This is an optimization exercise on Yosys and OpenROAD, whose aim is small area, a short achievable clock period and few clock cycles, not a production implementation.
Function not checked in this run: the RTL went through the layout flow alone.

==> design.v <==
module motor_loop (
    input  wire        clk,
    input  wire        rst,            
    input  wire        cmd_valid,
    output wire        cmd_ready,
    input  wire [3:0]  cmd_op,
    input  wire [7:0]  cmd_imm,
    input  wire [15:0] meas_current,   
    input  wire [15:0] meas_clicks,    
    input  wire [15:0] bus_voltage,    
    output reg         done,
    output reg  [6:0]  duty_a,
    output reg  [6:0]  duty_b,
    output reg  [7:0]  v_out           
);
    localparam signed [23:0] KP = 4, KD = 2;
    localparam signed [23:0] KPS = 4, KIS = 1, KDS = 2;
    localparam signed [19:0] I_LIMIT = 500;
    localparam integer       I_LIMIT_SCALE = 16;
    localparam integer       CL_FACTOR = 16;
    localparam [31:0]        P_NOMINAL = 10000;
    localparam [2:0]         DECAY_MAX = 5;
    localparam [3:0] OP_SETSP = 4'd0, OP_SETLAW = 4'd1, OP_TICK = 4'd2,
                     OP_DIRECT = 4'd3, OP_PD = 4'd4, OP_PID = 4'd5,
                     OP_CLIM = 4'd6, OP_PLIM = 4'd7, OP_ACT = 4'd8;
    reg signed [7:0]  setpoint;
    reg        [1:0]  law;
    reg signed [16:0] last_error;
    reg signed [23:0] integral_error;
    reg signed [13:0] acc;
    reg signed [11:0] correction;
    reg        [15:0] ring [0:99];
    reg        [6:0]  ring_idx;
    reg        [2:0]  decay_counter;
    reg signed [1:0]  last_direction;
    assign cmd_ready = 1'b1;
    wire accept = cmd_valid && cmd_ready;
    wire imm_zero = (cmd_imm == 8'd0);
    wire legal = (cmd_op == OP_SETSP) ||
                 (cmd_op == OP_SETLAW && cmd_imm[7:2] == 6'd0 && cmd_imm[1:0] != 2'd3) ||
                 (cmd_op >= OP_TICK && cmd_op <= OP_ACT && imm_zero);
    wire signed [15:0] clicks = meas_clicks;
    wire neutral = (setpoint == 8'sd0) || (setpoint > 8'sd100) || (setpoint < -8'sd100);
    wire signed [16:0] e  = (setpoint <<< 2) - clicks;
    wire signed [17:0] de = e - last_error;
    wire signed [23:0] pd_p = e * KP;
    wire signed [23:0] pd_d = de * KD;
    wire signed [23:0] pd_t = acc + pd_p + pd_d;
    wire signed [13:0] pd_acc = (pd_t > 24'sd8128) ? 14'sd8128 :
                                (pd_t < -24'sd8128) ? -14'sd8128 : pd_t[13:0];
    wire signed [29:0] ie63   = integral_error * 30'sd63;
    wire signed [29:0] leak   = (ie63 < 0) ? ((ie63 + 30'sd63) >>> 6) : (ie63 >>> 6);
    wire signed [23:0] pid_ig = leak + e;
    wire signed [23:0] pid_u  = e * KPS + pid_ig * KIS + de * KDS;
    wire signed [13:0] pid_acc = (pid_u > 24'sd8128) ? 14'sd8128 :
                                 (pid_u < -24'sd8128) ? -14'sd8128 : pid_u[13:0];
    wire signed [7:0] pd_out  = neutral ? 8'sd0 : (pd_acc >>> 6);
    wire signed [7:0] pid_out = neutral ? 8'sd0 : (pid_acc >>> 6);
    wire signed [7:0] direct_out = (setpoint == -8'sd128) ? -8'sd127 : setpoint;
    reg signed [7:0] law_out;
    always @(*) begin
        case (law)
            2'd1:    law_out = pd_out;
            2'd2:    law_out = pid_out;
            default: law_out = direct_out;
        endcase
    end
    function automatic signed [11:0] clim_corr(input signed [7:0] x,
                                               input signed [11:0] corr,
                                               input [15:0] cur);
        reg signed [17:0] err;
        reg signed [17:0] t;
        reg signed [17:0] lo;
        reg        [7:0]  ax;
        begin
            err = I_LIMIT - $signed({2'b00, cur});
            ax  = x[7] ? -x : x;
            lo  = -($signed({10'd0, ax}) * CL_FACTOR);
            t   = corr + err;
            if (t < lo)       clim_corr = lo[11:0];
            else if (t > 0)   clim_corr = 12'sd0;
            else              clim_corr = t[11:0];
        end
    endfunction
    function automatic signed [7:0] clim_out(input signed [7:0] x,
                                             input signed [11:0] corr);
        reg signed [11:0] q;
        reg signed [11:0] r;
        begin
            q = (corr < 0) ? -((-corr) / I_LIMIT_SCALE) : 12'sd0;
            if (x > 0)      r = x + q;
            else if (x < 0) r = x - q;
            else            r = 12'sd0;
            if (r > 12'sd127)       clim_out = 8'sd127;
            else if (r < -12'sd127) clim_out = -8'sd127;
            else                    clim_out = r[7:0];
        end
    endfunction
    reg [22:0] ring_sum;
    integer k;
    always @(*) begin
        ring_sum = 23'd0;
        for (k = 0; k < 100; k = k + 1)
            if (ring_idx == k)
                ring_sum = ring_sum + {7'd0, meas_current};
            else
                ring_sum = ring_sum + {7'd0, ring[k]};
    end
    wire [15:0] avg   = ring_sum / 23'd100;
    wire [31:0] est   = avg * bus_voltage;
    wire        trip  = est > (4 * P_NOMINAL);
    wire [6:0]  ring_idx_next = (ring_idx == 7'd99) ? 7'd0 : ring_idx + 7'd1;
    wire [2:0]  decay_next = trip ? DECAY_MAX :
                             (decay_counter != 3'd0) ? decay_counter - 3'd1 : 3'd0;
    wire        plim_block = trip || (decay_counter != 3'd0);
    wire signed [11:0] tick_corr = clim_corr(law_out, correction, meas_current);
    wire signed [7:0]  tick_clim = clim_out(law_out, tick_corr);
    wire signed [7:0]  tick_x    = plim_block ? 8'sd0 : tick_clim;
    wire signed [7:0]  v_cur     = v_out;
    wire signed [11:0] op_corr   = clim_corr(v_cur, correction, meas_current);
    wire signed [7:0]  op_clim   = clim_out(v_cur, op_corr);
    wire signed [7:0]  op_plim   = plim_block ? 8'sd0 : v_cur;
    function automatic signed [1:0] sgn8(input signed [7:0] x);
        sgn8 = (x > 0) ? 2'sd1 : (x < 0) ? -2'sd1 : 2'sd0;
    endfunction
    wire signed [7:0] act_in  = (cmd_op == OP_TICK) ? tick_x : v_cur;
    wire signed [1:0] act_dir = sgn8(act_in);
    wire              act_dead = (act_dir != last_direction);
    integer j;
    always @(posedge clk) begin
        if (rst) begin
            setpoint       <= 8'sd0;
            law            <= 2'd0;
            last_error     <= 17'sd0;
            integral_error <= 24'sd0;
            acc            <= 14'sd0;
            correction     <= 12'sd0;
            for (j = 0; j < 100; j = j + 1)
                ring[j] <= 16'd0;
            ring_idx       <= 7'd0;
            decay_counter  <= 3'd0;
            last_direction <= 2'sd0;
            duty_a         <= 7'd0;
            duty_b         <= 7'd0;
            v_out          <= 8'sd0;
            done           <= 1'b0;
        end else begin
            done <= accept;
            if (accept && legal) begin
                case (cmd_op)
                    OP_SETSP:  setpoint <= cmd_imm;
                    OP_SETLAW: law <= cmd_imm[1:0];
                    OP_DIRECT: v_out <= direct_out;
                    OP_PD: begin
                        v_out <= pd_out;
                        if (!neutral) begin
                            acc        <= pd_acc;
                            last_error <= e;
                        end
                    end
                    OP_PID: begin
                        v_out <= pid_out;
                        if (!neutral) begin
                            acc            <= pid_acc;
                            integral_error <= pid_ig;
                            last_error     <= e;
                        end
                    end
                    OP_CLIM: begin
                        correction <= op_corr;
                        v_out      <= op_clim;
                    end
                    OP_PLIM: begin
                        ring[ring_idx] <= meas_current;
                        ring_idx       <= ring_idx_next;
                        decay_counter  <= decay_next;
                        v_out          <= op_plim;
                    end
                    OP_ACT, OP_TICK: begin
                        if (cmd_op == OP_TICK) begin
                            if (law == 2'd1 && !neutral) begin
                                acc        <= pd_acc;
                                last_error <= e;
                            end
                            if (law == 2'd2 && !neutral) begin
                                acc            <= pid_acc;
                                integral_error <= pid_ig;
                                last_error     <= e;
                            end
                            correction     <= tick_corr;
                            ring[ring_idx] <= meas_current;
                            ring_idx       <= ring_idx_next;
                            decay_counter  <= decay_next;
                            v_out          <= tick_x;
                        end
                        last_direction <= act_dir;
                        if (act_dead) begin
                            duty_a <= 7'd0;
                            duty_b <= 7'd0;
                        end else begin
                            duty_a <= (act_in > 0) ? act_in[6:0] : 7'd0;
                            duty_b <= (act_in < 0) ? (-act_in) : 7'd0;
                        end
                    end
                    default: ;
                endcase
            end
        end
    end
endmodule
==> run.sh <==
#!/bin/bash
# synth_recipe.tcl (not shown) runs the flow's synth.tcl, then flattens the netlist and writes it again
# the make line also repeats each setting of config.mk as NAME=value (left out here)
make -C /OpenROAD-flow-scripts/flow DESIGN_CONFIG=/design/flow/config.mk WORK_HOME=/design/flow/orfs CLKGATE_MAP_FILE= SYNTH_SCRIPT=/design/flow/synth_recipe.tcl finish
==> config.mk <==
export PLATFORM = sky130hd
export DESIGN_NAME = motor_loop
export DESIGN_NICKNAME = motor_loop
export VERILOG_FILES = /design/flow/design.v
export SDC_FILE = /design/flow/constraint.sdc
export NUM_CORES = 4
export LEC_CHECK = 0
export CAP_MARGIN = 20
export CORE_MARGIN = 2
export CORE_UTILIZATION = 40
export SLEW_MARGIN = 20
==> constraint.sdc <==
create_clock -name core_clock -period 120.0 [get_ports {clk}]
set_input_delay 24.0000 -clock core_clock [delete_from_list [all_inputs] [get_ports {clk}]]
set_output_delay 24.0000 -clock core_clock [all_outputs]
set_load 0.01 [all_outputs]
==> run summary <==
[worst reg2reg max path, delay by kind of cell (launching register included)]
family                   cells  cell delay [ps]
adder cells (fa/ha/maj)    106            34660
AND/OR/NAND/NOR             33             6270
flip-flops                   1              830
buffers and inverters       12             1610
AO/OA/AOI/OAI               84            21740
XOR/XNOR                    95            24690
[layout make-up]
class	count	share of cell area [%]
clock buffers	270	2.72
inverters	970	1.73
multi-input cells	16987	65.6
well taps	6450	3.82
flip-flops and latches	1712	23.8
diodes	11	0.0130
clock inverters	126	0.538
repair buffers	457	1.85
[per-stage QoR]
| step | util [%] | setup WS (ps) |
|---|---|---|
| floorplan | - | 22650 |
| global placement | 42.0 | 10080 |
| detailed placement | 42.0 | 8930 |
| CTS | 43.5 | 9400 |
| global route | 43.5 | 2480 |
| finish | 43.5 | 8990 |
[sequential cells by signal (all words and copies together) (netlist names)]
register,count
ring,1600
integral_error,24
last_error,17
acc,14
correction,12
setpoint,8
v_out,8
duty_a,7
duty_b,7
ring_idx,7
decay_counter,3
last_direction,2
law,2
done,1
[synthesized netlist by cell type (58+ instances only)]
| master | count | share of area (%) |
|---|---|---|
| a31oi_1 | 191 | 0.61 |
| o21bai_1 | 278 | 1.1 |
| mux2i_1 | 151 | 0.77 |
| xnor2_1 | 1182 | 5.3 |
| inv_1 | 967 | 1.9 |
| mux2_2 | 1565 | 9.0 |
| a31o_2 | 69 | 0.31 |
| nor2b_1 | 187 | 0.60 |
| nor4_1 | 64 | 0.20 |
| and3_1 | 72 | 0.23 |
| nand2_1 | 1298 | 2.5 |
| nor3_1 | 384 | 0.98 |
| a21o_1 | 680 | 2.6 |
| o211ai_1 | 67 | 0.26 |
| edfxtp_1 | 1600 | 25 |
| and2_1 | 1551 | 5.0 |
| a21oi_1 | 1487 | 3.8 |
| dfxtp_1 | 112 | 1.1 |
| a211oi_1 | 91 | 0.35 |
| o21ai_0 | 715 | 1.8 |
| nand4_1 | 58 | 0.19 |
| fa_1 | 429 | 4.4 |
| o21a_1 | 193 | 0.74 |
| xor2_1 | 942 | 4.2 |
| xnor3_1 | 76 | 0.88 |
| nand3_1 | 372 | 0.95 |
| nand2b_1 | 185 | 0.59 |
| ha_1 | 2532 | 16 |
| a21boi_0 | 59 | 0.23 |
| or2_2 | 156 | 0.50 |
| clkbuf_1 | 753 | 1.4 |
| nor2_1 | 1013 | 1.9 |
[routing by layer]
| layer | global-route usage (%) | vias up | routed length [um] |
|---|---|---|---|
| met5 | 0 | - | 21 |
| li1 | - | 72800 | - |
| met3 | 2.96 | 639 | 35400 |
| met1 | 31.4 | 72858 | 263000 |
| met4 | 5.56 | 4 | 15000 |
| met2 | 35.9 | 3782 | 253000 |
[logic make-up after synthesis]
group | synth area share (%)
compound gates | 14.5
fa+ha+maj | 20.7
simple gates | 14.6
mux | 9.82
flops | 25.7
other cells | 0.00192
buf+inv | 3.46
xor+xnor | 11.3
[worst max path at each step]
| stage | cells after the start | slack, ps | to |
|---|---|---|---|
| after floorplan | 327 | 22650 | duty_b[1]$_SDFFE_PP0P_ |
| after global placement | 330 | 10080 | duty_b[1]$_SDFFE_PP0P_ |
| after detailed placement | 329 | 8930 | last_direction[0]$_SDFFE_PP0P_ |
| after CTS | 328 | 9400 | duty_b[1]$_SDFFE_PP0P_ |
| after global routing | 332 | 2480 | last_direction[0]$_SDFFE_PP0P_ |
| final | 326 | 8990 | last_direction[0]$_SDFFE_PP0P_ |
==> results.tsv <==
metric	value	unit
regArea	0.0503	mm^2
crit_slowest_cell	a2111oi_0	
io_buffers	85	
hold_depth	2	
netlist_area	0.196	mm^2
path_clk_slew	60	ps
stdcell_count	26983	
cts_tree	built	
r2r_end	last_direction[0]$_SDFFE_PP0P_	
tightest_slew	1150	ps
crit_path_end_kind	flip-flop	
grt_pass1_vias	146611	
area_growth	8.17	%
critical_path_class	in -> reg	
r2r_cells	330	
io_pins	87	
synth_seq_cells	1712	
h-tree-depth	4	
maxSlewHeadroom	22.5	%
numCtsBuffers	219	
avgViaCountPerCell	5.56	
final_area	0.212	mm^2
place_area	0.205	mm^2
grt-ovfl-total	0	
dpl.hpwl	432	mm
cts_resized	0	
worstHoldEndpoint	last_error[9]$_SDFFE_PP0P_	
dr.pass1.iters	7	
vias	150083	
crit_family	adder cells	
grt_pass1_wl	870	mm
wl	566	mm
multi_input_area	0.139	mm^2
grtUsageTotal	22.3	%
outcome	timing/DRC/antenna clean	
post_cts_buffers	0	
synth_ff_type	edfxtp_1	
finalNetCount	23371	
syn_nets	23504	
worst_path_most_repeated_cell	ha_1	
drv_cap	0	
clkSinkCount	1712	
final.fill_count	46712	
synth_seq_area_share	25.7	%
finalCriticalPeriod	111010	ps
die_h	703	um
core	0.487	mm^2
std_cell_rows	256	
finalWeightedCongestion	0.923	
crit_buf_inv	12	
final.setup.tns	0	ps
cp.required	120840	ps
syn_avg_cell_area	9.55	um^2
drc_errors	0	
clkLatencyLatePin	950	ps
maxClockFrequency	0.00901	GHz
grt_max_degree	78	
die_x	703	um
dr.first_iter.drc_count	11482	
hp-start	last_error[9]$_SDFFE_PP0P_	
drv_slew	0	
hold_viol	0	
fin_crit_sh	92.5	%
r2r_start	ring_idx[0]$_SDFFE_PP0P_	
synth_edf_count	1600	
critical-path-max-stage-delay	860	ps
drive_gt1_share	13.1	%
synth_cell_types	139	
antenna_found_initial	43	
rsz0062_at_grt	false	
layout_common_cells	ha_1, edfxtp_1, mux2_2, and2_1, a21oi_1	
regToRegSetupSlack	30100	ps
die-area	0.494	mm^2
ant_nets	0	
ys_warn_count	1	
fin_skew	59.4	ps
cp-start-kind	input pin	
cts_hold_buf	0	
initial_utilization	40.2	%
cp.arrival	111850	ps
final_common_cell	ha_1	
timing.hold.ws	453	ps
netlist_instances	20480	
clockBufferDepth	4	
finalSetupViolCount	0	
path_max_fanout	31	
dpl.cell_count	26576	
startpoint	meas_current[0]	
min_path_type	reg -> reg	
synthArstFlopShare	0	%
clockRootBuffer	clkbuf_16	
wl_per_cell	21.0	um

-- re-timing with driven ports --
In the flow no input, the clock included, has a driving cell. The finished layout below was timed again as built, in two steps.
Step 1 assumes that a clkbuf_16 drives the clock port and a buf_2 every other input.
Step 2 adds t to the input delays and takes it off the output delays; t is the mean of the earliest and latest rising clock arrival at the registers after step 1. Input paths then give back, and output paths get back, about the clock's delay inside the block.
Slacks: ideal / step 1 / step 2; pairs: ideal / step 1.
t, ns: 1.030
slack for setup (ns): 8.991 / 9.053 / 8.022
worst hold slack (ns): 0.453 / 0.453 / 0.453
worst register clock-pin slew, ns: 0.07 / 0.07
cell pins on the clock port's net: 1
After both steps setup and hold are still met in this run. For this run, drivers alone change the setup slack by +0.062 ns; drivers and shift together by -0.969 ns.
